Source: an optimization exercise on an open RTL-to-GDS flow (aim: small area, a short achievable clock period and few clock cycles). Production flows keep margins and buffers that such runs may drop.
At most, simulation tests tie the RTL to the original design; equivalence was not proved.
No functional check of the RTL was part of run 5.
Power figures rest on the tool's default switching activity, not on a simulated workload.

### flow/standard.sh
#!/bin/bash
# synth_recipe.tcl (not shown) runs the flow's synth.tcl, then flattens the netlist and writes it again
# the make line also repeats each setting of config.mk as NAME=value (left out here)
make -C /OpenROAD-flow-scripts/flow DESIGN_CONFIG=/design/flow/config.mk WORK_HOME=/design/flow/orfs CLKGATE_MAP_FILE= SYNTH_SCRIPT=/design/flow/synth_recipe.tcl "${@:-finish}"
### flow/design.v
module lsxgt_value_encoder (
    input  wire        clk,
    input  wire        rst,         
    input  wire [2:0]  dt,          
    input  wire        in_valid,
    output wire        in_ready,
    input  wire [7:0]  in_data,     
    input  wire        in_end,      
    output wire        out_valid,
    input  wire        out_ready,
    output wire [7:0]  out_data,    
    output wire        out_end,     
    output wire [1:0]  out_err,     
    output wire [15:0] out_pos      
);
    reg         rdy;        
    reg         r_valid;
    reg  [3:0]  r_d;        
    reg         r_digit;    
    reg         r_comma;
    reg         r_end;
    reg  [2:0]  r_dt;
    reg  [71:0] ps;         
    reg         fresh;      
    reg         bad;        
    reg         ovf;        
    reg  [2:0]  pdt;        
    reg  [15:0] pos;        
    reg         pinc;       
    reg         pclr;       
    reg         drain;      
    reg         hold;       
    reg         hend;       
    reg         stall;      
    reg         obusy, oH0, oH1, oV, oE;
    reg         olast;      
    reg         onov;       
    reg         oend;       
    reg  [1:0]  oerr;
    reg         oerrv;      
    reg  [7:0]  ob;         
    reg  [7:0]  nb;         
    reg         ocy;        
    reg  [7:1]  own;        
    function [3:0] carry10;
        input [8:0] x;
        begin
            carry10[3] = (x >= 9'd205);
            carry10[2] = (x >= 9'd103) && (x < 9'd205);
            carry10[1] = ((x >= 9'd52) && (x < 9'd103)) || ((x >= 9'd154) && (x < 9'd205)) ||
                         (x >= 9'd256);
            carry10[0] = ((x >= 9'd26) && (x < 9'd52)) || ((x >= 9'd77) && (x < 9'd103)) ||
                         ((x >= 9'd128) && (x < 9'd154)) || ((x >= 9'd180) && (x < 9'd205)) ||
                         ((x >= 9'd231) && (x < 9'd256));
        end
    endfunction
    integer j;
    wire [7:0] own0 = {own, 1'b0};           
    wire ovf_set = !fresh && !own[7] && (ps[71:63] >= 9'd26);
    reg [8:0] pcy;
    reg [7:0] ge;
    always @(*) begin : resolve
        reg [8:0] v;
        reg       any;
        pcy[0] = 1'b0;
        for (j = 0; j < 8; j = j + 1) begin
            v = ps[9*j +: 9];
            pcy[j+1] = v[8] | ((&v[7:0]) & pcy[j]);
        end
        any = 1'b0;
        ge[0] = 1'b1;
        for (j = 7; j >= 1; j = j - 1) begin
            any = any | (ps[9*j +: 9] != 9'd0);
            ge[j] = any | pcy[j];
        end
    end
    reg [7:1] bown;
    reg       novalue;
    always @(*) begin
        novalue = 1'b0;
        case (pdt)
            3'd0: bown = 7'b0000000;
            3'd1: begin
                bown = ge[7] ? 7'b1111111 : ge[5] ? 7'b0011111 : ge[3] ? 7'b0000111 : 7'b0000001;
                novalue = !ge[1];
                if (!ge[1]) bown = 7'b0000000;
            end
            3'd2: bown = ge[6] ? 7'b1111111 : ge[4] ? 7'b0011111 : ge[2] ? 7'b0000111 : 7'b0000001;
            3'd3: bown = ge[4] ? 7'b1111111 : 7'b0000111;
            default: bown = 7'b1111111;
        endcase
    end
    wire [7:1] rd = own & ~own0[6:0];
    reg  [8:0] rsel;
    always @(*) begin
        rsel = 9'd0;
        for (j = 1; j < 8; j = j + 1)
            rsel = rsel | ({9{rd[j]}} & ps[9*j +: 9]);
    end
    wire [7:0] rbyte = rsel[7:0] + {7'd0, ocy};
    wire       rcout = rsel[8] | ((&rsel[7:0]) & ocy);
    wire blocked  = hold || stall || oerrv;
    wire r_free   = !(r_valid && blocked);
    wire beat_in  = r_valid && !blocked;       
    wire in_end_r = r_end;
    wire is_digit = r_digit;
    wire term     = r_end || r_comma;
    wire digit_in = beat_in && !term;
    wire act      = beat_in && term && !drain;
    wire p_unknown = (pdt >= 3'd5);
    wire p_err     = p_unknown || bad || ovf || pcy[8];
    wire [1:0] p_code = p_unknown ? 2'd2 : 2'd1;
    wire ofinal   = oE || (olast && !oend);
    wire deliver  = obusy && out_ready;
    wire can_load = !obusy || (out_ready && ofinal);
    wire step_v   = deliver && (oH1 || oV) && !olast;    
    wire [7:1] rel = {7{step_v}} & rd;
    wire [7:0] rel0 = {rel, 1'b0};
    wire now_item = act && (!fresh || in_end_r);
    wire attach   = !hold && now_item && fresh && !can_load && !oE && !oend;
    wire go_hold  = !hold && now_item && !can_load && !attach;
    wire load     = can_load && (hold || now_item);
    wire iend     = hold ? hend : in_end_r;
    wire blk      = !fresh && !p_err;
    wire errk     = !fresh && p_err;
    wire fin      = (act && !go_hold && !hold) || (hold && can_load);
    wire [7:1] own_n = own & ~rel;
    wire       fresh_n = fin || (fresh && !digit_in) || (beat_in && drain && in_end_r);
    wire       errv_n = can_load ? (load && errk) : oerrv;
    wire       r_valid_n = r_free ? in_valid : r_valid;
    reg        stall_n;
    always @(*) begin
        stall_n = 1'b0;
        for (j = 1; j < 8; j = j + 1)
            if (own_n[j] && !own0[j-1] &&
                (ps[9*(j-1) +: 9] >= 9'd2))
                stall_n = 1'b1;
        if (fresh || fresh_n)
            stall_n = 1'b0;
    end
    reg [71:0] d_ps;
    always @(*) begin : step
        reg [8:0]  v, vp, n;
        reg [3:0]  b;
        reg [4:0]  x, xp, lo;
        reg        take, keep;
        for (j = 0; j < 8; j = j + 1) begin
            v  = ps[9*j +: 9];
            vp = (j == 0) ? 9'd0 : ps[9*(j-1) +: 9];
            b  = (j == 0) ? r_d : (own0[j-1] ? 4'd0 : carry10(vp));
            x  = v[4:0] + v[6:2];
            xp = v[4:0] + v[6:2] + 5'd2;
            lo = {1'b0, x[0], v[1:0], 1'b0} + {1'b0, b};
            n  = lo[4] ? {(&x[4:1]), xp[4:1], lo[3:0]} : {1'b0, x[4:1], lo[3:0]};
            take = digit_in && !own0[j];
            keep = !take && !rel0[j];
            d_ps[9*j +: 9] = ({9{take && !fresh}} & n) | ({9{keep}} & v) |
                             ((j == 0 && take && fresh) ? {5'd0, r_d} : 9'd0);
        end
    end
    always @(posedge clk) begin
        if (r_free) begin
            r_d     <= in_data[3:0];
            r_digit <= (in_data >= 8'h30) && (in_data <= 8'h39);
            r_comma <= (in_data == 8'h2C);
            r_end   <= in_end;
            r_dt    <= dt;
        end
        if (rst) begin
            rdy     <= 1'b1;
            r_valid <= 1'b0;
        end else begin
            rdy     <= !(r_valid_n && (go_hold || (hold && !can_load) || errv_n || stall_n));
            r_valid <= r_valid_n;
        end
        if (rst) begin
            fresh <= 1'b1;
            bad   <= 1'b0;
            ovf   <= 1'b0;
            pos   <= 16'd0;
            pinc  <= 1'b0;
            pclr  <= 1'b0;
            drain <= 1'b0;
            hold  <= 1'b0;
            stall <= 1'b0;
        end else begin
            stall <= stall_n;
            if (digit_in) begin
                fresh <= 1'b0;
                if (!is_digit) bad <= 1'b1;
                if (ovf_set) ovf <= 1'b1;
            end
            if (fin) begin
                fresh <= 1'b1;
                bad   <= 1'b0;
                ovf   <= 1'b0;
                if (load && errk)
                    drain <= !iend;
            end
            if (beat_in && !drain && (pinc || pclr)) begin
                pos  <= pclr ? 16'd0 : pos + 16'd1;
                pinc <= 1'b0;
                pclr <= 1'b0;
            end
            if (act) begin
                pinc <= !in_end_r;
                pclr <= in_end_r;
            end
            if (beat_in && drain && in_end_r) begin
                drain <= 1'b0;
                fresh <= 1'b1;
                bad   <= 1'b0;
                ovf   <= 1'b0;
                pinc  <= 1'b0;
                pclr  <= 1'b1;
            end
            if (go_hold)
                hold <= 1'b1;
            else if (can_load)
                hold <= 1'b0;
        end
        if (go_hold)
            hend <= in_end_r;
        if (digit_in)
            pdt <= r_dt;
        ps <= d_ps;
        if (rst) begin
            obusy <= 1'b0;
            oH0 <= 1'b0; oH1 <= 1'b0; oV <= 1'b0; oE <= 1'b0;
            oerr <= 2'd0;
            oerrv <= 1'b0;
            own  <= 7'd0;
        end else if (can_load) begin
            obusy <= load;
            oH0   <= load && blk;
            oH1   <= 1'b0;
            oV    <= 1'b0;
            oE    <= load && !blk;
            oerr  <= (load && errk) ? p_code : 2'd0;
            oerrv <= load && errk;
            oend  <= iend;
            olast <= 1'b0;
            onov  <= novalue;
            own   <= (load && blk) ? bown : 7'd0;
            ocy   <= ps[8];
            ob    <= (pdt == 3'd0) ? 8'h01 : 8'h20;
            nb    <= ps[7:0];
        end else begin
            if (attach)
                oend <= 1'b1;
            own <= own_n;
            if (deliver) begin
                if (oH0) begin
                    oH0   <= 1'b0;
                    oH1   <= 1'b1;
                    ob    <= 8'h00;
                    olast <= onov;
                end
                if (oH1 || oV) begin
                    oH1 <= 1'b0;
                    if (olast) begin
                        oV  <= 1'b0;
                        oE  <= 1'b1;
                    end else begin
                        oV    <= 1'b1;
                        ob    <= nb;
                        nb    <= rbyte;
                        ocy   <= rcout;
                        olast <= (own == 7'd0);
                    end
                end
            end
        end
    end
    assign in_ready  = rdy;
    assign out_valid = obusy;
    assign out_end   = oE;
    assign out_data  = ob;
    assign out_err   = oerr;
    assign out_pos   = oerrv ? pos : 16'd0;
endmodule
### flow/constraint.sdc
create_clock -name core_clock -period 5.0 [get_ports {clk}]
set_input_delay 1.0000 -clock core_clock [delete_from_list [all_inputs] [get_ports {clk}]]
set_output_delay 1.0000 -clock core_clock [all_outputs]
set_load 0.01 [all_outputs]
### flow/config.mk
export PLATFORM = sky130hd
export DESIGN_NAME = lsxgt_value_encoder
export DESIGN_NICKNAME = lsxgt_value_encoder
export VERILOG_FILES = /design/flow/design.v
export SDC_FILE = /design/flow/constraint.sdc
export NUM_CORES = 4
export LEC_CHECK = 0
export CAP_MARGIN = 20
export CORE_MARGIN = 2
export CORE_UTILIZATION = 40
export CTS_BUF_LIST = sky130_fd_sc_hd__clkbuf_8
export SETUP_SLACK_MARGIN = 2.4
export SLEW_MARGIN = 20
### flow/flow/run.sh
#!/bin/bash
# The standard layout (standard.sh), with one change: the port buffers
# that global placement inserts are sky130_fd_sc_hd__buf_2 instead of the cell
# buffer_ports picks by default (the delay cell clkdlybuf4s50_1).
set -euo pipefail
bash standard.sh "BUFFER_PORTS_ARGS=-buffer_cell sky130_fd_sc_hd__buf_2" finish > standard_flow.log 2>&1
==> results of run 1 <==
## sequential cells by signal (all words and copies together), names as in the netlist, 2 cells and up
signal	count
r_dt	3
nb	8
ps	72
pdt	3
pos	16
ob	8
own	7
oerr	2
r_d	4
## Yosys cell counts, types with 9 or more instances
| cell | n |
|---|---|
| a21o_1 | 35 |
| a21oi_1 | 81 |
| xnor2_1 | 47 |
| a22oi_1 | 24 |
| xor2_1 | 36 |
| o211ai_1 | 11 |
| a31oi_1 | 17 |
| buf_2 | 13 |
| mux2i_1 | 9 |
| ha_1 | 67 |
| nand2_1 | 111 |
| o21ai_1 | 9 |
| inv_1 | 27 |
| o21ai_0 | 48 |
| nor3b_1 | 12 |
| nor3_1 | 20 |
| nand4_1 | 25 |
| nor2b_1 | 13 |
| nor2_1 | 122 |
| dfxtp_1 | 113 |
| nand3_1 | 36 |
| and2_1 | 19 |
| clkbuf_1 | 35 |
| a22o_1 | 42 |
| edfxtp_1 | 34 |
| fa_1 | 16 |
## stage by stage
stage	cells	utilization [%]	power, mW	hold slack (ns)
3_5_place_dp	1480	41.9	1.56	0.408
5_1_grt	1514	44.9	2.71	0.454
6_report	1514	44.9	2.59	0.424
3_3_place_gp	1480	41.9	1.55	0.407
2_1_floorplan	1167	-	1.49	0.400
4_1_cts	1512	43.9	2.61	0.429
## per-layer routing
metal	vias to the layer above	global-route usage [%]
li1	4316	-
met1	4081	29.5
met2	214	30.0
met3	39	3.21
met4	0	6.84
met5	-	0
## worst max-delay path, cell delays in order (launching register included)
cell	delay, ns
dfxtp_2	0.39
a311oi_2	0.30
nor2b_1	0.09
inv_1	0.07
o21ai_0	0.08
mux2_2	0.28
a21oi_1	0.16
ha_2	0.22
a21o_1	0.15
a21o_1	0.16
nand4_1	0.12
xnor2_1	0.17
a22o_1	0.24
## path summary, 6_finish.rpt
| path | startpoint | end | slack, ns | cells past startpoint |
|---|---|---|---|---|
| worst max-delay path | ps[18]$_DFF_P_ | ps[34]$_DFF_P_ | 2.49 | 12 |
| worst min-delay path | r_d[0]$_DFFE_PN_ | ps[0]$_DFF_P_ | 0.42 | 2 |
| worst max register to register | ps[18]$_DFF_P_ | ps[34]$_DFF_P_ | 2.49 | 12 |
| worst min register to register | r_d[0]$_DFFE_PN_ | ps[0]$_DFF_P_ | 0.42 | 2 |
## report_power, final
| group | internal, mW | switching [mW] |
|---|---|---|
| logic | 0.102 | 0.142 |
| clock network | 0.518 | 0.536 |
| registers | 1.25 | 0.0471 |
| total | 1.87 | 0.725 |
## timing repair
action,CTS,global route
gates cloned,0,0
setup buffers,0,2
endpoints found under the setup margin,81,60
pin swaps,0,1
resized for setup,38,73
## layout make-up
class                      count  share of cell area [%]
clock inverter                15                    1.85
tap                          330                    3.68
clock buffer                  17                    2.08
multi-input combinational    930                    59.3
inverter                      28                   0.936
sequential                   147                    30.0
timing repair buffer          47                    2.14
## kinds of logic after synthesis
group,synth area share [%]
adders and majority gates,11.5
muxes,1.11
AOI/OAI and AO/OA,23.1
buffers and inverters,3.80
DFF,32.5
and+or+nand+nor,20.9
xor gates and xnor gates,7.19
==> impl_results.md, run 1 <==
- Clock Latency Late Sink: 0.47 ns
- Commonest non-fill, non-tap cell in the layout: nor2_1
- Startpoint Class: flip-flop
- Routed vias: 8650
- Synth Warn #: 1
- Worst min-delay path class: reg -> reg
- First-pass GRT wire length: 42800 um
- Req. time, crit path: 5.36 ns
- Area leader, netlist: dfxtp_1
- Gr ovfl total: 0
- Vias in the first global route: 8195
- Post-Place Cell Area: 0.0105 mm2
- CP endpoint kind: flip-flop
- Total wire length: 26000 um
- DR top layer: met4
- CP Max Fanout: 8
- Hold Vio Cnt, Final: 0
- DPL Wire Length: 19400 um
- Max-cap violations: 0
- CTS Root Cell: clkbuf_8
- Area of the core: 0.0250 mm2
- Initial antenna violation count: 0
- P_leak: 4.90 nW
- GRT Overall Usage: 20.1%
- Hold Buf Count CTS: 0
- Share of cells above drive strength 1: 16.8%
- Final Slew Violations: 0
- Die area: 0.0266 mm2
- Worst EP arrival: 2.87 ns
- FFs w/ async S/R, synth: 0%
- Via density: 5.71
- Final worst slack: 2.49 ns
- VDD IR max: 0.000149 V
- CTS buffer count: 17
- GP Congestion: 0.885
- Post-layout nets: 1270
- Pwr/cell area: 231 mW/mm2
- Synthesized Nets: 1266
- Final ANT Viol Nets: 0
- Largest net degree at the start of global routing: 29
- Cell Rows: 58
- Clock-pin slew on the worst setup and hold paths: 0.10 ns
- Max frequency: 0.398 GHz
- Sink Count: 147
- Post-Syn Instances: 1167
- Final Critical Period: 2.51 ns
- Actual slew at the worst max-slew pin: 0.912 ns
- CTS max path bufs: 2
- Multi-input gate area: 0.00666 mm2
- Status: timing/DRC/antenna clean
- Most frequent cells in the layout: nor2_1, nand2_1, a21oi_1
- Sequential area share after synthesis: 32.5%
- Synth unique cells: 77
- Crit Path Class: reg -> reg
- Share of the synthesized area in the top cell type: 22.4%
- Number of enable flip-flop cells after synthesis: 34
- Initial Util: 40.4%
- Met1 Wirelength: 13100 um
- Met2 Routed Length: 11300 um
- Htree depth: 4
- Io pins: 45
- CTS tree: built
- Avg Cell Area, Syn: 8.67 um2
- Setup TNS: 0 ns
- Seq cells post-synth: 147
- Finished Cell Area: 0.0112 mm2
- Filler cells: 2468
- Area grow syn2layout: 11.1%
- Fin crit share: 50.2%
- WL met3: 1060 um
- DIE WIDTH: 163 um
- Storage element area: 0.00337 mm2
- Drt first pass iters: 7
- RSZ-0062 raised after global routing: yes
- 1st-iter DRT viols: 764
- Mapped Area: 0.0101 mm2
- DRC: 0
- Ys flop type: dfxtp_1
- Port Buffers: 44
- Routed length per instance: 17.2 um
- Final setup fails: 0
- Synth area leaders: dfxtp_1, edfxtp_1, ha_1
- Slew headroom: 38.9%
- Ant. Diodes: 0
- Die Y-Extent: 163 um
- Clock Skew: 0.0215 ns
- Place WS: 1.94 ns
Testbench counts, summed over its fixed seeds: cycles 28,140.
==> run 2: changes to the inputs <==
--- a/flow/config.mk
+++ b/flow/config.mk
@@ -6,8 +6,8 @@
 export NUM_CORES = 4
 export LEC_CHECK = 0
-export CAP_MARGIN = 20
+export CAP_MARGIN = 5
 export CORE_MARGIN = 2
 export CORE_UTILIZATION = 40
 export CTS_BUF_LIST = sky130_fd_sc_hd__clkbuf_8
-export SETUP_SLACK_MARGIN = 2.4
-export SLEW_MARGIN = 20
+export SETUP_SLACK_MARGIN = 2.3
+export SLEW_MARGIN = 5
==> run 2 against run 1 <==
Effect of this change:
- hold slack better by 0.018 ns
- sequential power barely moved
- maximum frequency shrank 1.8%
- critical endpoint is now nb[7]$_DFFE_PP_
- largest power group unchanged
==> impl_results.md, run 2 <==
- Routed length per instance: 16.9 um (-1.5%)
- Drt first pass iters: 5 (-2)
- Synthesized Nets: 1266 (unchanged)
- VDD IR max: 0.000157 V (+5.6%)
- DPL Wire Length: 19300 um (-0.16%)
- Seq cells post-synth: 147 (unchanged)
- CP Max Fanout: 13 (+5)
- Synth area leaders: dfxtp_1, edfxtp_1, ha_1
- Worst EP arrival: 2.73 ns (-0.14 ns)
- Hold Buf Count CTS: 0 (unchanged)
- Share of cells above drive strength 1: 13.9% (-2.9 points)
- Worst Hold End: pdt[2]$_DFFE_PP_
- Routed vias: 8616 (-0.39%)
- Worst min-delay path class: reg -> reg
- CTS tree: built
- Dpl cells: 1481 (+0.068%)
- Initial Util: 40.4% (unchanged)
- Max-cap violations: 0 (unchanged)
- Max frequency: 0.391 GHz (-1.8%)
- Final Critical Period: 2.56 ns (+0.0471 ns)
- Reg2Reg Setup Slack: 2.44 ns (-0.05 ns)
- Internal power: 1.70 mW (-8.7%)
- Clock-pin slew on the worst setup and hold paths: 0.09 ns (about the same)
- Combinational power share: 9.8% (+0.4 points)
- Setup TNS: 0 ns (unchanged)
- Total power: 2.40 mW (-7.5%)
- Hold Vio Cnt, Final: 0 (unchanged)
- Largest net degree at the start of global routing: 29 (unchanged)
- Storage element area: 0.00333 mm2 (-1.4%)
- Reg2reg path depth: 7 (-5)
- Synth Warn #: 1 (unchanged)
- GRT Overall Usage: 19.7% (-0.39 points)
- Post-layout nets: 1269 (-0.079%)
- Die Y-Extent: 163 um (unchanged)
- Clock share of power: 36.1% (-4.5 points)
- Final Slew Violations: 0 (unchanged)
- Status: timing/DRC/antenna clean
- Top-count cell post-synth: nor2_1
- Reg2reg start: own[5]$_SDFF_PP0_
- RSZ-0062 raised after global routing: yes
- Ant. Diodes: 0 (unchanged)
- P_leak: 4.81 nW (-1.8%)
- Final non-filler cell total: 1513 (-0.066%)
- Avg Cell Area, Syn: 8.67 um2 (unchanged)
- Commonest non-fill, non-tap cell in the layout: nor2_1
- Worst r2r dst: nb[7]$_DFFE_PP_
- Max reg flops: 72 (unchanged)
- Number of enable flip-flop cells after synthesis: 34 (unchanged)
- First-pass GRT wire length: 42400 um (-0.94%)
- Share of power burned in registers: 54.0% (+4.1 points)
- DIE WIDTH: 163 um (unchanged)
- Initial antenna violation count: 0 (unchanged)
- Sequential area share after synthesis: 32.5% (unchanged)
- Sink Count: 147 (unchanged)
- Share of the synthesized area in the top cell type: 22.4% (unchanged)
- Post-Syn Instances: 1167 (unchanged)
- Synth unique cells: 77 (unchanged)
- Post-synth top cells: nor2_1, dfxtp_1, nand2_1
- DRC: 0 (unchanged)
- Ys flop type: dfxtp_1
- Area grow syn2layout: 8.53%
- Htree depth: 4 (unchanged)
- FFs w/ async S/R, synth: 0% (unchanged)
- Vias in the first global route: 8181 (-0.17%)
- Final ANT Viol Nets: 0 (unchanged)
- Fin crit share: 51.2% (+0.94 points)
- Io pins: 45 (unchanged)
- CP endpoint kind: flip-flop
- Clock Latency Late Sink: 0.47 ns (about the same)
- Multi-input gate area: 0.00654 mm2 (-1.8%)
- Gr ovfl total: 0 (unchanged)
- Filler cells: 2513 (+1.8%)
- Net Sw Frac: 28.9% (+0.93 points)
- Die area: 0.0266 mm2 (unchanged)
- Cell Rows: 58 (unchanged)
- CTS Root Cell: clkbuf_8
- CTS max path bufs: 2 (unchanged)
- Via density: 5.69 (-0.33%)
- Startpoint Class: flip-flop
- 1st-iter DRT viols: 658 (-14%)
- Area of the core: 0.0250 mm2 (unchanged)
- Port Buffers: 44 (unchanged)
- Largest registers: ps (72), pos (16)
- CTS buffer count: 17 (unchanged)
- Area leader, netlist: dfxtp_1
- Total wire length: 25600 um (-1.6%)
- Top reg by flops: ps
- Actual slew at the worst max-slew pin: 0.905 ns (-0.00728 ns)
- Crit Path Class: reg -> reg
- Clock Skew: 0.0207 ns (-0.000870 ns)
- Switching pwr: 0.693 mW (-4.4%)
- Hold Path Depth: 0 (-2)
- Final setup fails: 0 (unchanged)
- Slew headroom: 39.4% (+0.49 points)
- Mapped Area: 0.0101 mm2 (unchanged)
- GP Congestion: 0.875 (-1.1%)
- Most frequent cells in the layout: nor2_1, nand2_1, dfxtp_1
- HP Start: r_dt[2]$_DFFE_PN_
- Req. time, crit path: 5.18 ns (-0.18 ns)
- Fin util: 43.8% (-1.0 points)
- Pwr/cell area: 219 mW/mm2 (-5.3%)
run 2: cell counts after synthesis:
No cell type changed its count.
run 2: stage by stage:
stage	hold WS [ns]	area, um2	setup WS (ns)
after CTS	0.444	10900	2.30
after floorplan	0.400	10100	2.39
after detailed placement	0.422	10500	1.95
after global placement	0.426	10500	2.03
final	0.442	11000	2.44
after global routing	0.450	11000	2.23
run 2: how the worst max path moves through the flow:
| stage | start | to | slack [ns] | cells after the start |
|---|---|---|---|---|
| finish | own[5]$_SDFF_PP0_ | nb[7]$_DFFE_PP_ | 2.44 | 7 |
| global route | ps[18]$_DFF_P_ | ps[34]$_DFF_P_ | 2.23 | 12 |
| CTS | ps[51]$_DFF_P_ | ps[59]$_DFF_P_ | 2.30 | 9 |
| detailed placement | oerrv$_SDFF_PP0_ | ps[62]$_DFF_P_ | 1.95 | 9 |
| global placement | oerrv$_SDFF_PP0_ | ps[62]$_DFF_P_ | 2.03 | 9 |
| floorplan | ps[10]$_DFF_P_ | ps[25]$_DFF_P_ | 2.39 | 10 |
run 2: kinds of logic after synthesis:
group,Yosys count,synth area share [%]
AOI/OAI and AO/OA,334,23.1
adders and majority gates,83,11.5
muxes,11,1.11
DFF,147,32.5
xor gates and xnor gates,83,7.19
and+or+nand+nor,419,20.9
buffers and inverters,90,3.80
run 2: critical path, stage by stage, from the launching register on:
cell,delay [ns]
dfxtp_2,0.55
nor2b_2,0.44
a22oi_1,0.17
and4_1,0.25
nor4_2,0.36
nor3b_2,0.24
xor2_1,0.18
o21ai_1,0.08
run 2: routing by layer:
layer | GRT usage, % | part of all wire [%]
met5 | 0 | 0
met4 | 5.59 | 1.4
met3 | 2.62 | 5.1
met2 | 30.0 | 43
met1 | 29.2 | 50
run 2: power by group through the flow:
stage               Sequential [mW]  Clock, mW  Combinational (mW)
global route                   1.30      0.938               0.266
global placement               1.32          0               0.229
floorplan                      1.30          0               0.184
finish                         1.30      0.867               0.236
detailed placement             1.32          0               0.235
CTS                            1.30      0.891               0.237
run 2: what timing repair did:
action | CTS | global route
setup buffers | 0 | 0
cloned | 0 | 0
setup endpoints to repair | 69 | 60
resized for setup | 19 | 41
run 2: final cells by class:
type / count / area share [%]
Multi-Input combinational cell: 930 / 59.6
Sequential cell: 147 / 30.3
Tap cell: 330 / 3.76
Timing Repair Buffer: 46 / 2.14
Clock buffer: 17 / 2.13
Clock inverter: 15 / 1.12
Inverter: 28 / 0.958
==> run 3: changes to the inputs <==
==> flow/run.sh (new file) <==
#!/bin/bash
# synth_recipe.tcl (not shown) runs the flow's synth.tcl, then flattens the netlist and writes it again
# the make line also repeats each setting of config.mk as NAME=value (left out here)
make -C /OpenROAD-flow-scripts/flow DESIGN_CONFIG=/design/flow/config.mk WORK_HOME=/design/flow/orfs CLKGATE_MAP_FILE= SYNTH_SCRIPT=/design/flow/synth_recipe.tcl finish
--- a/flow/config.mk
+++ b/flow/config.mk
@@ -6,8 +6,8 @@
 export NUM_CORES = 4
 export LEC_CHECK = 0
-export CAP_MARGIN = 5
+export CAP_MARGIN = 20
 export CORE_MARGIN = 2
 export CORE_UTILIZATION = 40
 export CTS_BUF_LIST = sky130_fd_sc_hd__clkbuf_8
 export SETUP_SLACK_MARGIN = 2.3
-export SLEW_MARGIN = 5
+export SLEW_MARGIN = 20
removed: flow/flow/run.sh
removed: flow/standard.sh
==> run 3 against run 2 <==
Effect of this change:
- clock power up 28%
- largest power group unchanged
- die area unchanged
- hold slack worse by 0.018 ns
- via count down 0.22%
- flip-flop and latch count did not move
- critical path depth decreased by 3
- global-route usage is 0.061 points higher
- total power increased by 11%
- area after synthesis did not move
- worst setup slack lost 0.071 ns
- non-clock buffer count grew 2
- utilization up 1.5 points
==> impl_results.md, run 3 <==
- Status: timing/DRC/antenna clean
- 1st-iter DRT viols: 696 (+5.8%)
- Actual slew at the worst max-slew pin: 0.824 ns (-0.0815 ns)
- Post-CTS Setup Inserts: 0 (unchanged)
- Reg2reg path depth: 7 (unchanged)
- Crit Path Class: in -> reg
- Critical path cell sequence: clkdlybuf4s50_1, nand3_1, mux2_2, a22o_1
- Sink Count: 147 (unchanged)
- Post-layout nets: 1271 (+0.16%)
- Die area: 0.0266 mm2 (unchanged)
- Worst min-delay path class: reg -> reg
- Max frequency: 0.380 GHz (-2.7%)
- FFs w/ async S/R, synth: 0% (unchanged)
- GRT Overall Usage: 19.8% (+0.061 points)
- Area grow syn2layout: 12.2%
- DIE WIDTH: 163 um (unchanged)
- CTS Root Cell: clkbuf_8
- DPL Wire Length: 19000 um (-1.5%)
- Setup TNS: 0 ns (unchanged)
- Hold Path Depth: 0 (unchanged)
- Synth Warn #: 1 (unchanged)
- Io pins: 45 (unchanged)
- Commonest non-fill, non-tap cell in the layout: nor2_1
- Final ANT Viol Nets: 0 (unchanged)
- Sequential area share after synthesis: 32.5% (unchanged)
- Clock-pin slew on the worst setup and hold paths: 0.09 ns (about the same)
- Area of the core: 0.0250 mm2 (unchanged)
- Initial Util: 40.4% (unchanged)
- Initial antenna violation count: 0 (unchanged)
- Max reg flops: 72 (unchanged)
- Top reg by flops: ps
- Final setup fails: 0 (unchanged)
- Mapped Area: 0.0101 mm2 (unchanged)
- HP Start: r_dt[2]$_DFFE_PN_
- Port Buffers: 44 (unchanged)
- Routed vias: 8597 (-0.22%)
- Worst Hold End: pdt[2]$_DFFE_PP_
- Fin crit share: 52.6% (+1.4 points)
- Final Critical Period: 2.63 ns (+0.0714 ns)
- Clock Skew: 0.0201 ns (-0.000586 ns)
- GP Congestion: 0.924 (+5.5%)
- Reg2reg start: own[7]$_SDFF_PP0_
- Via density: 5.67 (-0.35%)
- Die Y-Extent: 163 um (unchanged)
- Drt first pass iters: 7 (+2)
- Post-Syn Instances: 1167 (unchanged)
- Number of enable flip-flop cells after synthesis: 34 (unchanged)
- P_leak: 4.83 nW (+0.46%)
- Worst r2r dst: nb[7]$_DFFE_PP_
- Max-cap violations: 0 (unchanged)
- Reg2Reg Setup Slack: 2.42 ns (-0.02 ns)
- Share of cells above drive strength 1: 10.7% (-3.2 points)
- CTS buffer count: 17 (unchanged)
- Total wire length: 25700 um (+0.34%)
- Seq cells post-synth: 147 (unchanged)
- Area leader, netlist: dfxtp_1
- CP endpoint kind: flip-flop
- Routed length per instance: 17.0 um (+0.20%)
- Critical-path top delay cell: mux2_2
- Post-Place Cell Area: 0.0107 mm2 (+2.2%)
- First-pass GRT wire length: 42400 um (-0.15%)
- Ys flop type: dfxtp_1
- Ant. Diodes: 0 (unchanged)
- Startpoint Class: input port
- Most frequent cells in the layout: nor2_1, nand2_1, dfxtp_1
- VDD IR max: 0.000189 V (+20%)
- Cell Rows: 58 (unchanged)
- RSZ-0062 raised after global routing: yes
- Synthesized Nets: 1266 (unchanged)
- CTS max path bufs: 2 (unchanged)
- Hold Vio Cnt, Final: 0 (unchanged)
- Share of the synthesized area in the top cell type: 22.4% (unchanged)
- Finished Cell Area: 0.0113 mm2 (+3.3%)
- Post-synth top cells: nor2_1, dfxtp_1, nand2_1
- Synth unique cells: 77 (unchanged)
- Htree depth: 4 (unchanged)
- Req. time, crit path: 5.36 ns (+0.18 ns)
- Gr ovfl total: 0 (unchanged)
- DRC: 0 (unchanged)
- Synth area leaders: dfxtp_1, edfxtp_1, ha_1
- Largest net degree at the start of global routing: 29 (unchanged)
- Slew headroom: 45.0% (+5.5 points)
- CP max stage delay: 0.61 ns (+0.06 ns)
- Top-count cell post-synth: nor2_1
- Pwr/cell area: 234 mW/mm2 (+7.2%)
- CP Max Fanout: 13 (unchanged)
- Avg Cell Area, Syn: 8.67 um2 (unchanged)
- Largest registers: ps (72), pos (16)
- Worst EP arrival: 2.99 ns (+0.26 ns)
- Vias in the first global route: 8174 (-0.086%)
- Final Slew Violations: 0 (unchanged)
- Clock Latency Late Sink: 0.48 ns (about the same)
- CTS tree: built
-- run 3: cell counts after synthesis --
No cell type changed its count.
-- run 3: kinds of logic after synthesis --
family / after synthesis / share of synthesized area (%)
xor gates and xnor gates: 83 / 7.19
buffers and inverters: 90 / 3.80
DFF: 147 / 32.5
muxes: 11 / 1.11
AOI/OAI and AO/OA: 334 / 23.1
adders and majority gates: 83 / 11.5
and+or+nand+nor: 419 / 20.9
-- run 3: worst max-delay path, delay by kind of cell --
family,cells,cell delay [ns]
simple gates,1,0.55
buf+inv,1,0.57
compound gates,1,0.26
mux,1,0.61
-- run 3: how the worst max path moves through the flow --
stage                    from               to
2_1_floorplan  ps[10]$_DFF_P_   ps[25]$_DFF_P_
3_3_place_gp              rst  nb[7]$_DFFE_PP_
3_5_place_dp              rst  nb[4]$_DFFE_PP_
4_1_cts         ps[9]$_DFF_P_   ps[23]$_DFF_P_
5_1_grt             out_ready  ob[5]$_DFFE_PP_
6_report            out_ready   ps[13]$_DFF_P_
-- run 3: power breakdown --
part / internal [mW] / total (mW) / switching, mW
sequential: 1.25 / 1.30 / 0.0469
combinational: 0.109 / 0.246 / 0.137
clock: 0.567 / 1.11 / 0.546
-- run 3: area by class of cell --
| class | count | area, um2 |
|---|---|---|
| fillers | 2442 | 13700 |
| multi-input cells | 930 | 6560 |
| flip-flops and latches | 147 | 3330 |
| repair buffers | 48 | 470 |
| well taps | 330 | 413 |
| clock buffers | 17 | 234 |
| clock inverters | 15 | 230 |
| inverters | 28 | 105 |
-- run 3: repair_timing --
action,in CTS,in global routing
endpoints found under the setup margin,77,78
hold endpoints to repair,0,0
resized for setup,22,42
hold buffers,0,0
-- run 3: routing by layer --
layer | track usage, % | share of wire [%] | up-vias
li1 | - | - | 4306
met1 | 29.2 | 50 | 4060
met2 | 29.8 | 44 | 207
met3 | 3.06 | 4.8 | 24
met4 | 5.79 | 1.5 | 0
met5 | 0 | 0 | -
-- run 3: through the flow --
stage          hold WS (ns)  cells  setup slack, ns  utilization (%)  power, mW
6_report              0.424   1515             2.37             45.3       2.66
5_1_grt               0.446   1515             2.26             45.3       2.77
4_1_cts               0.427   1515             2.30             44.8       2.67
3_5_place_dp          0.405   1483             1.62             42.8       1.56
3_3_place_gp          0.404   1483             1.64             42.8       1.56
2_1_floorplan         0.400   1167             2.39                -       1.49
==> run 4: changes to the inputs <==
==> flow/flow/run.sh (new file) <==
#!/bin/bash
# The standard layout (standard.sh), with one change: the port buffers
# that global placement inserts are sky130_fd_sc_hd__buf_1 instead of the cell
# buffer_ports picks by default (the delay cell clkdlybuf4s50_1).
set -euo pipefail
bash standard.sh "BUFFER_PORTS_ARGS=-buffer_cell sky130_fd_sc_hd__buf_1" finish > standard_flow.log 2>&1
==> flow/standard.sh (new file) <==
#!/bin/bash
# synth_recipe.tcl (not shown) runs the flow's synth.tcl, then flattens the netlist and writes it again
# the make line also repeats each setting of config.mk as NAME=value (left out here)
make -C /OpenROAD-flow-scripts/flow DESIGN_CONFIG=/design/flow/config.mk WORK_HOME=/design/flow/orfs CLKGATE_MAP_FILE= SYNTH_SCRIPT=/design/flow/synth_recipe.tcl "${@:-finish}"
removed: flow/run.sh
==> run 4 against run 3 <==
Effect of this change:
- non-clock buffer count is 1 lower
- highest routed layer unchanged
- die area stayed put
- register-to-register slack better by 0.02 ns
- largest cell class unchanged
- sequential power hardly changed
- worst setup slack better by 0.065 ns
==> impl_results.md, run 4 <==
- Req. time, crit path: 5.35 ns (about the same)
- Die Y-Extent: 163 um (unchanged)
- Final non-filler cell total: 1514 (-0.066%)
- Max frequency: 0.390 GHz (+2.5%)
- Clock-pin slew on the worst setup and hold paths: 0.09 ns (about the same)
- GP Congestion: 0.883 (-4.4%)
- Ys flop type: dfxtp_1
- CTS Root Cell: clkbuf_8
- Finished Cell Area: 0.0109 mm2 (-3.5%)
- Place WS: 1.98 ns (+0.368 ns)
- Final worst slack: 2.44 ns (+0.0648 ns)
- Port Buffers: 44 (unchanged)
- P_leak: 4.67 nW (-3.3%)
- Fin util: 43.7% (-1.6 points)
- Post-Place Cell Area: 0.0104 mm2 (-2.6%)
- Reg2reg start: ps[14]$_DFF_P_
- FFs w/ async S/R, synth: 0% (unchanged)
- Top-count cell post-synth: nor2_1
- Number of enable flip-flop cells after synthesis: 34 (unchanged)
- Synth unique cells: 77 (unchanged)
- Synth Warn #: 1 (unchanged)
- Largest net degree at the start of global routing: 29 (unchanged)
- Die area: 0.0266 mm2 (unchanged)
- CTS max path bufs: 2 (unchanged)
- Dpl cells: 1482 (-0.067%)
- Area of the core: 0.0250 mm2 (unchanged)
- Final ANT Viol Nets: 0 (unchanged)
- Routed vias: 8744 (+1.7%)
- GRT Overall Usage: 19.8% (-0.053 points)
- Share of the synthesized area in the top cell type: 22.4% (unchanged)
- Post-Syn Instances: 1167 (unchanged)
- Area grow syn2layout: 8.24%
- Vias in the first global route: 8072 (-1.2%)
- DRC: 0 (unchanged)
- Synthesized Nets: 1266 (unchanged)
- Largest registers: ps (72), pos (16)
- Crit Path Class: reg -> reg
- Worst Hold End: pdt[0]$_DFFE_PP_
- HP Start: r_dt[0]$_DFFE_PN_
- CTS tree: built
- Total wire length: 25600 um (-0.45%)
- Final Slew Violations: 0 (unchanged)
- Area leader, netlist: dfxtp_1
- Max-cap violations: 0 (unchanged)
- Slew headroom: 38.9% (-6.1 points)
- Max reg flops: 72 (unchanged)
- CP endpoint kind: flip-flop
- DIE WIDTH: 163 um (unchanged)
- Initial antenna violation count: 0 (unchanged)
- Fin crit share: 51.3% (-1.3 points)
- Post-synth top cells: nor2_1, dfxtp_1, nand2_1
- Via density: 5.78 (+1.8%)
- Reg2reg path depth: 7 (unchanged)
- Most frequent cells in the layout: nor2_1, nand2_1, a21oi_1
- Drt first pass iters: 9 (+2)
- Seq cells post-synth: 147 (unchanged)
- Gr ovfl total: 0 (unchanged)
- Final Critical Period: 2.56 ns (-0.0648 ns)
- Commonest non-fill, non-tap cell in the layout: nor2_1
- Ant. Diodes: 0 (unchanged)
- CTS buffer count: 17 (unchanged)
- Initial Util: 40.4% (unchanged)
- Startpoint Class: flip-flop
- Worst EP arrival: 2.91 ns (-0.08 ns)
- Hold Vio Cnt, Final: 0 (unchanged)
- Post-layout nets: 1270 (-0.079%)
- Filler cells: 2516 (+3.0%)
- Hold Path Depth: 0 (unchanged)
- CP Max Fanout: 7 (-6)
- 1st-iter DRT viols: 557 (-20%)
- Clock Latency Late Sink: 0.46 ns (-0.02 ns)
- Sequential area share after synthesis: 32.5% (unchanged)
- Status: timing/DRC/antenna clean
- Top reg by flops: ps
- Synth area leaders: dfxtp_1, edfxtp_1, ha_1
- Pwr/cell area: 225 mW/mm2 (-3.8%)
- Sink Count: 147 (unchanged)
- Post-CTS Setup Inserts: 0 (unchanged)
- Io pins: 45 (unchanged)
- Htree depth: 4 (unchanged)
- Hold Buf Count CTS: 0 (unchanged)
- Mapped Area: 0.0101 mm2 (unchanged)
- Total power: 2.47 mW (-7.1%)
- Hold_ws: 0.451 ns (+0.0263 ns)
- Clock Skew: 0.0172 ns (-0.00283 ns)
- Reg2Reg Setup Slack: 2.44 ns (+0.02 ns)
- Final setup fails: 0 (unchanged)
- Cell Rows: 58 (unchanged)
- VDD IR max: 0.000140 V (-26%)
- Worst min-delay path class: reg -> reg
- DPL Wire Length: 19300 um (+1.5%)
- RSZ-0062 raised after global routing: no
- First-pass GRT wire length: 42300 um (-0.28%)
- Avg Cell Area, Syn: 8.67 um2 (unchanged)
- Worst r2r dst: rdy$_SDFF_PP1_
- Setup TNS: 0 ns (unchanged)
- Actual slew at the worst max-slew pin: 0.917 ns (+0.0931 ns)
- Routed length per instance: 16.9 um (-0.39%)
- Share of cells above drive strength 1: 10.1% (-0.58 points)
## run 4: logic make-up (layout without fill, tap and decap cells)
group                    count (synthesis)  in the layout  share of synthesized area, %
adder cells (fa/ha/maj)                 83             83                          11.5
flip-flops                             147            147                          32.5
AO/OA/AOI/OAI                          334            334                          23.1
XOR/XNOR                                83             83                          7.19
buffers and inverters                   90            107                          3.80
AND/OR/NAND/NOR                        419            419                          20.9
multiplexers                            11             11                          1.11
## run 4: how the worst max path moves through the flow
stage	startpoint	endpoint	slack [ns]	cells after the start
floorplan	ps[10]$_DFF_P_	ps[25]$_DFF_P_	2.39	10
CTS	ps[55]$_DFF_P_	ps[70]$_DFF_P_	2.30	10
detailed placement	olast$_SDFFCE_PN0P_	ps[31]$_DFF_P_	1.98	5
global placement	olast$_SDFFCE_PN0P_	ps[30]$_DFF_P_	2.08	5
global route	ps[0]$_DFF_P_	ps[14]$_DFF_P_	2.29	9
finish	ps[14]$_DFF_P_	rdy$_SDFF_PP1_	2.44	7
## run 4: area by class of cell
| class | count | area [um2] | share of cell area, % |
|---|---|---|---|
| repair buffers | 47 | 188 | 1.71 |
| clock inverters | 14 | 145 | 1.33 |
| flip-flops and latches | 147 | 3330 | 30.4 |
| multi-input cells | 930 | 6520 | 59.5 |
| clock buffers | 18 | 248 | 2.26 |
| well taps | 330 | 413 | 3.77 |
| inverters | 28 | 105 | 0.960 |
## run 4: report_power, final
group / internal, mW / leakage [nW] / switching [mW]
registers: 1.25 / 1.28 / 0.0490
logic: 0.0963 / 3.20 / 0.136
clock network: 0.423 / 0.201 / 0.513
## run 4: layer usage
metal	GRT usage, %	vias to the layer above	wire length [um]
met3	2.78	39	1250
met1	29.6	4150	12800
met2	29.0	243	11000
met5	0	-	0
met4	6.56	0	488
li1	-	4312	-
## run 4: what timing repair did
action                     4_1_cts  5_1_grt
setup endpoints to repair       71       61
hold endpoints to repair         0        0
resized for setup               15       42
## run 4: critical path, stage by stage (launching register included)
cell and delay (ns):
dfxtp_1 0.53, nand2_2 0.12, o41ai_2 0.58, nor3_1 0.22, o31a_1 0.39, nand2_1 0.23, nand2_1 0.16, a41o_1 0.23
==> run 5: changes to the inputs <==
--- a/flow/design.v
+++ b/flow/design.v
@@ -21,5 +21,6 @@
     reg         r_end;
     reg  [2:0]  r_dt;
-    reg  [71:0] ps;         
+    reg  [63:0] pa;         
+    reg  [31:0] pb;         
     reg         fresh;      
     reg         bad;        
@@ -43,19 +44,15 @@
     reg         ocy;        
     reg  [7:1]  own;        
-    function [3:0] carry10;
-        input [8:0] x;
-        begin
-            carry10[3] = (x >= 9'd205);
-            carry10[2] = (x >= 9'd103) && (x < 9'd205);
-            carry10[1] = ((x >= 9'd52) && (x < 9'd103)) || ((x >= 9'd154) && (x < 9'd205)) ||
-                         (x >= 9'd256);
-            carry10[0] = ((x >= 9'd26) && (x < 9'd52)) || ((x >= 9'd77) && (x < 9'd103)) ||
-                         ((x >= 9'd128) && (x < 9'd154)) || ((x >= 9'd180) && (x < 9'd205)) ||
-                         ((x >= 9'd231) && (x < 9'd256));
-        end
-    endfunction
     integer j;
     wire [7:0] own0 = {own, 1'b0};           
-    wire ovf_set = !fresh && !own[7] && (ps[71:63] >= 9'd26);
+    reg [71:0]  sv;
+    reg [95:0]  tv;
+    always @(*) begin
+        for (j = 0; j < 8; j = j + 1) begin
+            sv[9*j +: 9]  = {1'b0, pa[8*j +: 8]} + {5'd0, pb[4*j +: 4]};
+            tv[12*j +: 12] = {sv[9*j +: 9], 3'd0} + {2'd0, sv[9*j +: 9], 1'd0};
+        end
+    end
+    wire ovf_set = !fresh && !own[7] && (tv[95:92] != 4'd0);
     reg [8:0] pcy;
     reg [7:0] ge;
@@ -65,5 +62,5 @@
         pcy[0] = 1'b0;
         for (j = 0; j < 8; j = j + 1) begin
-            v = ps[9*j +: 9];
+            v = sv[9*j +: 9];
             pcy[j+1] = v[8] | ((&v[7:0]) & pcy[j]);
         end
@@ -71,5 +68,5 @@
         ge[0] = 1'b1;
         for (j = 7; j >= 1; j = j - 1) begin
-            any = any | (ps[9*j +: 9] != 9'd0);
+            any = any | (sv[9*j +: 9] != 9'd0);
             ge[j] = any | pcy[j];
         end
@@ -92,12 +89,17 @@
     end
     wire [7:1] rd = own & ~own0[6:0];
-    reg  [8:0] rsel;
-    always @(*) begin
-        rsel = 9'd0;
-        for (j = 1; j < 8; j = j + 1)
-            rsel = rsel | ({9{rd[j]}} & ps[9*j +: 9]);
-    end
-    wire [7:0] rbyte = rsel[7:0] + {7'd0, ocy};
-    wire       rcout = rsel[8] | ((&rsel[7:0]) & ocy);
+    reg  [7:0] rsa;
+    reg  [3:0] rsb;
+    always @(*) begin
+        rsa = 8'd0;
+        rsb = 4'd0;
+        for (j = 1; j < 8; j = j + 1) begin
+            rsa = rsa | ({8{rd[j]}} & pa[8*j +: 8]);
+            rsb = rsb | ({4{rd[j]}} & pb[4*j +: 4]);
+        end
+    end
+    wire [8:0] rsum  = {1'b0, rsa} + {5'd0, rsb} + {8'd0, ocy};
+    wire [7:0] rbyte = rsum[7:0];
+    wire       rcout = rsum[8];
     wire blocked  = hold || stall || oerrv;
     wire r_free   = !(r_valid && blocked);
@@ -134,27 +136,27 @@
         for (j = 1; j < 8; j = j + 1)
             if (own_n[j] && !own0[j-1] &&
-                (ps[9*(j-1) +: 9] >= 9'd2))
+                (sv[9*(j-1) +: 9] >= 9'd2))
                 stall_n = 1'b1;
         if (fresh || fresh_n)
             stall_n = 1'b0;
     end
-    reg [71:0] d_ps;
+    reg [63:0] d_pa;
+    reg [31:0] d_pb;
+    reg [31:0] cin;         
     always @(*) begin : step
-        reg [8:0]  v, vp, n;
-        reg [3:0]  b;
-        reg [4:0]  x, xp, lo;
+        reg [3:0]  c;
         reg        take, keep;
+        cin[3:0] = 4'd0;
+        for (j = 1; j < 8; j = j + 1)
+            cin[4*j +: 4] = own0[j-1] ? 4'd0 : tv[12*(j-1)+8 +: 4];
         for (j = 0; j < 8; j = j + 1) begin
-            v  = ps[9*j +: 9];
-            vp = (j == 0) ? 9'd0 : ps[9*(j-1) +: 9];
-            b  = (j == 0) ? r_d : (own0[j-1] ? 4'd0 : carry10(vp));
-            x  = v[4:0] + v[6:2];
-            xp = v[4:0] + v[6:2] + 5'd2;
-            lo = {1'b0, x[0], v[1:0], 1'b0} + {1'b0, b};
-            n  = lo[4] ? {(&x[4:1]), xp[4:1], lo[3:0]} : {1'b0, x[4:1], lo[3:0]};
+            c    = cin[4*j +: 4];
             take = digit_in && !own0[j];
             keep = !take && !rel0[j];
-            d_ps[9*j +: 9] = ({9{take && !fresh}} & n) | ({9{keep}} & v) |
-                             ((j == 0 && take && fresh) ? {5'd0, r_d} : 9'd0);
+            d_pa[8*j +: 8] = ({8{take && !fresh}} & tv[12*j +: 8]) | ({8{keep}} & pa[8*j +: 8]);
+            if (j == 0)
+                d_pb[3:0] = digit_in ? r_d : pb[3:0];
+            else
+                d_pb[4*j +: 4] = ({4{take && !fresh}} & c) | ({4{keep}} & pb[4*j +: 4]);
         end
     end
@@ -224,5 +226,6 @@
         if (digit_in)
             pdt <= r_dt;
-        ps <= d_ps;
+        pa <= d_pa;
+        pb <= d_pb;
         if (rst) begin
             obusy <= 1'b0;
@@ -243,7 +246,7 @@
             onov  <= novalue;
             own   <= (load && blk) ? bown : 7'd0;
-            ocy   <= ps[8];
+            ocy   <= sv[8];
             ob    <= (pdt == 3'd0) ? 8'h01 : 8'h20;
-            nb    <= ps[7:0];
+            nb    <= sv[7:0];
         end else begin
             if (attach)
==> flow/flow/run.sh (replaced) <==
#!/bin/bash
# The standard layout (standard.sh), with one change: the port buffers
# that global placement inserts are sky130_fd_sc_hd__buf_2 instead of the cell
# buffer_ports picks by default (the delay cell clkdlybuf4s50_1).
set -euo pipefail
bash standard.sh "BUFFER_PORTS_ARGS=-buffer_cell sky130_fd_sc_hd__buf_2" finish > standard_flow.log 2>&1
--- a/flow/config.mk
+++ b/flow/config.mk
@@ -10,4 +10,4 @@
 export CORE_UTILIZATION = 40
 export CTS_BUF_LIST = sky130_fd_sc_hd__clkbuf_8
-export SETUP_SLACK_MARGIN = 2.3
+export SETUP_SLACK_MARGIN = 2.6
 export SLEW_MARGIN = 20
==> run 5 against run 4 <==
Effect of this change:
- die area is 16% higher
- hold slack got worse by 0.023 ns
- clock skew grew 0.0063 ns
- critical path depth is 6 higher
- sequential share of layout area down 6.1 points
- final cell count is 25% higher
- utilization rose by 12 points
- maximum frequency shrank 23%
- design area is 46% higher
- via count increased by 25%
- sequential power grew 12%
- combinational power shrank 5%
==> impl_results.md, run 5 <==
- Status: timing/DRC/antenna clean
- Max frequency: 0.301 GHz (-23%)
- Switching pwr: 0.716 mW (+2.5%)
- Startpoint Class: flip-flop
- Final Slew Violations: 0 (unchanged)
- Actual slew at the worst max-slew pin: 0.889 ns (-0.0281 ns)
- Number of enable flip-flop cells after synthesis: 38 (+12%)
- DPL Wire Length: 25800 um (+34%)
- Clock Skew: 0.0235 ns (+0.00630 ns)
- First-pass GRT wire length: 57300 um (+36%)
- RSZ-0062 raised after global routing: yes
- Vias in the first global route: 10.4k (+29%)
- Die Y-Extent: 176 um (+7.8%)
- VDD IR max: 0.000151 V (+7.3%)
- Htree depth: 4 (unchanged)
- Sink Count: 171 (+16%)
- Synthesized Nets: 1434 (+13%)
- Most frequent cells in the layout: buf_4, nor2_1, dfxtp_1
- Initial antenna violation count: 0 (unchanged)
- CP Max Fanout: 5 (-2)
- FFs w/ async S/R, synth: 0% (unchanged)
- Clock-pin slew on the worst setup and hold paths: 0.10 ns (about the same)
- Fin crit share: 66.5% (+15 points)
- Ant. Diodes: 0 (unchanged)
- Final ANT Viol Nets: 0 (unchanged)
- DIE WIDTH: 176 um (+7.8%)
- P_leak: 6.59 nW (+41%)
- Top-count cell post-synth: dfxtp_1
- Internal power: 1.88 mW (+6.5%)
- Largest registers: pa (64), pb (32), pos (16)
- Ys flop type: dfxtp_1
- Initial Util: 40.9% (+0.50 points)
- Filler cells: 2492 (-0.95%)
- Fin util: 55.4% (+12 points)
- Worst min-delay path class: reg -> reg
- Top reg by flops: pa
- Reg2Reg Setup Slack: 1.68 ns (-0.76 ns)
- Post-synth top cells: dfxtp_1, nor2_1, a21oi_1
- Final non-filler cell total: 1887 (+25%)
- Largest net degree at the start of global routing: 23 (-21%)
- Post-Syn Instances: 1308 (+12%)
- Clock Latency Late Sink: 0.49 ns (+0.03 ns)
- Max-cap violations: 0 (unchanged)
- Synth unique cells: 87 (+13%)
- CP endpoint kind: flip-flop
- Drt first pass iters: 7 (-2)
- GRT Overall Usage: 23.5% (+3.7 points)
- Multi-input gate area: 0.00938 mm2 (+44%)
- Cell Rows: 62 (+6.9%)
- Gr ovfl total: 0 (unchanged)
- Total wire length: 37200 um (+45%)
- Dpl cells: 1685 (+14%)
- Share of power burned in registers: 55.7% (+3.1 points)
- GP Congestion: 0.942 (+6.6%)
- Post-layout nets: 1616 (+27%)
- Avg Cell Area, Syn: 9.02 um2 (+4.1%)
- DRC: 0 (unchanged)
- Storage element area: 0.00390 mm2 (+17%)
- Max reg flops: 64 (-11%)
- Net Sw Frac: 27.6% (-0.76 points)
- Share of the synthesized area in the top cell type: 22.6% (+0.19 points)
- Seq cells post-synth: 171 (+16%)
- Combinational power share: 8.5% (-0.9 points)
- Port Buffers: 44 (unchanged)
- Area grow syn2layout: 35.5%
- Synth area leaders: dfxtp_1, ha_1, edfxtp_1
- Die area: 0.0309 mm2 (+16%)
- Pwr/cell area: 162 mW/mm2 (-28%)
- Req. time, crit path: 5.36 ns (about the same)
- Synth Warn #: 1 (unchanged)
- Routed vias: 10.9k (+25%)
- CTS tree: built
- Hold_ws: 0.428 ns (-0.0230 ns)
- Setup TNS: 0 ns (unchanged)
- Hold Vio Cnt, Final: 0 (unchanged)
- Routed length per instance: 19.7 um (+17%)
- Area leader, netlist: dfxtp_1
- Via density: 5.79 (+0.33%)
- Share of cells above drive strength 1: 38.1% (+28 points)
- Total power: 2.60 mW (+5.3%)
- 1st-iter DRT viols: 920 (+65%)
- Slew headroom: 40.8% (+1.9 points)
- Final Critical Period: 3.32 ns (+0.760 ns)
- Sequential area share after synthesis: 32.2% (-0.23 points)
- Area of the core: 0.0289 mm2 (+15%)
- Worst EP arrival: 3.68 ns (+0.77 ns)
- Io pins: 45 (unchanged)
- CTS Root Cell: clkbuf_8
- CTS max path bufs: 2 (unchanged)
- Clock share of power: 35.9% (-2.1 points)
- Crit Path Class: reg -> reg
- Mapped Area: 0.0118 mm2 (+17%)
- Commonest non-fill, non-tap cell in the layout: buf_4
- Final setup fails: 0 (unchanged)
- CTS buffer count: 17 (unchanged)
## run 5: cell types whose count changed in the layout (fill, tap and decap cells not counted), moves of 19 or more
cell | before | now
buf_4 | 3 | 126
buf_6 | 0 | 45
nand2_1 | 110 | 65
buf_1 | 44 | 0
buf_2 | 0 | 44
a21oi_2 | 0 | 36
a22o_1 | 42 | 78
a21oi_1 | 81 | 50
ha_4 | 0 | 31
nor2_1 | 121 | 96
o21ai_0 | 47 | 24
xnor2_2 | 0 | 19
## run 5: what timing repair did
action                                  in CTS  in global routing
resized for setup                          180                134
pin swaps                                  132                125
hold buffers                                 0                  0
setup buffers                              126                 44
endpoints found under the setup margin     130                127
## run 5: area by class of cell
type                            count  share of cell area (%)
Multi-Input combinational cell   1036                    58.6
Sequential cell                   171                    24.4
Timing Repair Buffer              217                    10.7
Tap cell                          384                    3.00
Clock buffer                       18                    1.55
Inverter                           47                    1.13
Clock inverter                     14                   0.595
## run 5: logic make-up after synthesis
logic type	Yosys count	synth area share, %
buffers and inverters	101	3.71
AOI/OAI and AO/OA	402	24.2
muxes	4	0.350
and+or+nand+nor	414	18.8
adders and majority gates	110	12.8
DFF	171	32.2
xor gates and xnor gates	106	7.87
## run 5: worst paths after layout
check / cells past startpoint / endpoint / from
hold / removal: 0 / pdt[1]$_DFFE_PP_ / r_dt[1]$_DFFE_PN_
setup / recovery: 13 / own[5]$_SDFF_PP0_ / pb[24]$_DFF_P_
hold reg to reg: 0 / pdt[1]$_DFFE_PP_ / r_dt[1]$_DFFE_PN_
setup reg to reg: 13 / own[5]$_SDFF_PP0_ / pb[24]$_DFF_P_
## run 5: per-layer routing
metal	vias up	track usage, %	share of wire, %	routed length (um)
met5	-	0	0	0
met3	76	3.59	6.1	2250
met2	368	37.8	47	17300
li1	5211	-	-	-
met1	5279	31.7	44	16300
met4	0	9.26	3.4	1250
## run 5: stage by stage
step	setup WS, ns	area, um2
final	1.68	16000
after CTS	1.77	14900
after global placement	1.50	12800
after floorplan	2.08	12400
after global routing	1.55	16000
after detailed placement	1.45	12800
## run 5: worst max-delay path, cell delays in order, from the launching register on
cell,delay [ns]
dfxtp_4,0.36
ha_4,0.16
fa_2,0.36
a211oi_4,0.36
buf_4,0.17
nor3b_2,0.04
xor2_2,0.18
nor4_2,0.36
nand4b_1,0.25
nor3_4,0.27
buf_6,0.15
nand3b_1,0.11
a221oi_2,0.32
o22ai_1,0.11
## run 5: power groups by stage
| stage | Combinational [mW] | Sequential (mW) | Clock (mW) |
|---|---|---|---|
| floorplan | 0.116 | 1.48 | 0 |
| global placement | 0.152 | 1.49 | 0 |
| detailed placement | 0.155 | 1.49 | 0 |
| CTS | 0.189 | 1.45 | 0.950 |
| global route | 0.238 | 1.45 | 0.990 |
| finish | 0.220 | 1.45 | 0.932 |

==> afterwards: timing with drivers on the ports <==
The results above use ideal ports. As a check the final layouts listed here were re-extracted and re-timed, cells and wires unchanged.
Step 1 (the two cells are an assumption about what drives the block):
set clk [get_ports {clk}]
set_driving_cell -lib_cell sky130_fd_sc_hd__clkbuf_16 $clk
set_driving_cell -lib_cell sky130_fd_sc_hd__buf_2 [delete_from_list [all_inputs] $clk]
Step 2 times the ports against the registers' clock, not the clock port: input delays grow and output delays shrink by t, the midpoint of the rising clock arrivals with the driver on.
a / b / c = ideal / step 1 / step 2; a / b = the first two.
run	t (ns)	slack for setup (ns)	worst setup path after step 2
run 1	0.502	2.489 / 2.489 / 2.188	input to register
run 2	0.498	2.442 / 2.442 / 2.171	input to register
run 3	0.516	2.371 / 2.330 / 1.862	input to register
run 4	0.494	2.436 / 2.436 / 2.090	input to register
run 5	0.530	1.676 / 1.676 / 1.676	register to register
After both steps every run listed still meets setup and hold. For run 3, which loses most, drivers alone change the setup slack by -0.041 ns; drivers and shift together by -0.509 ns.
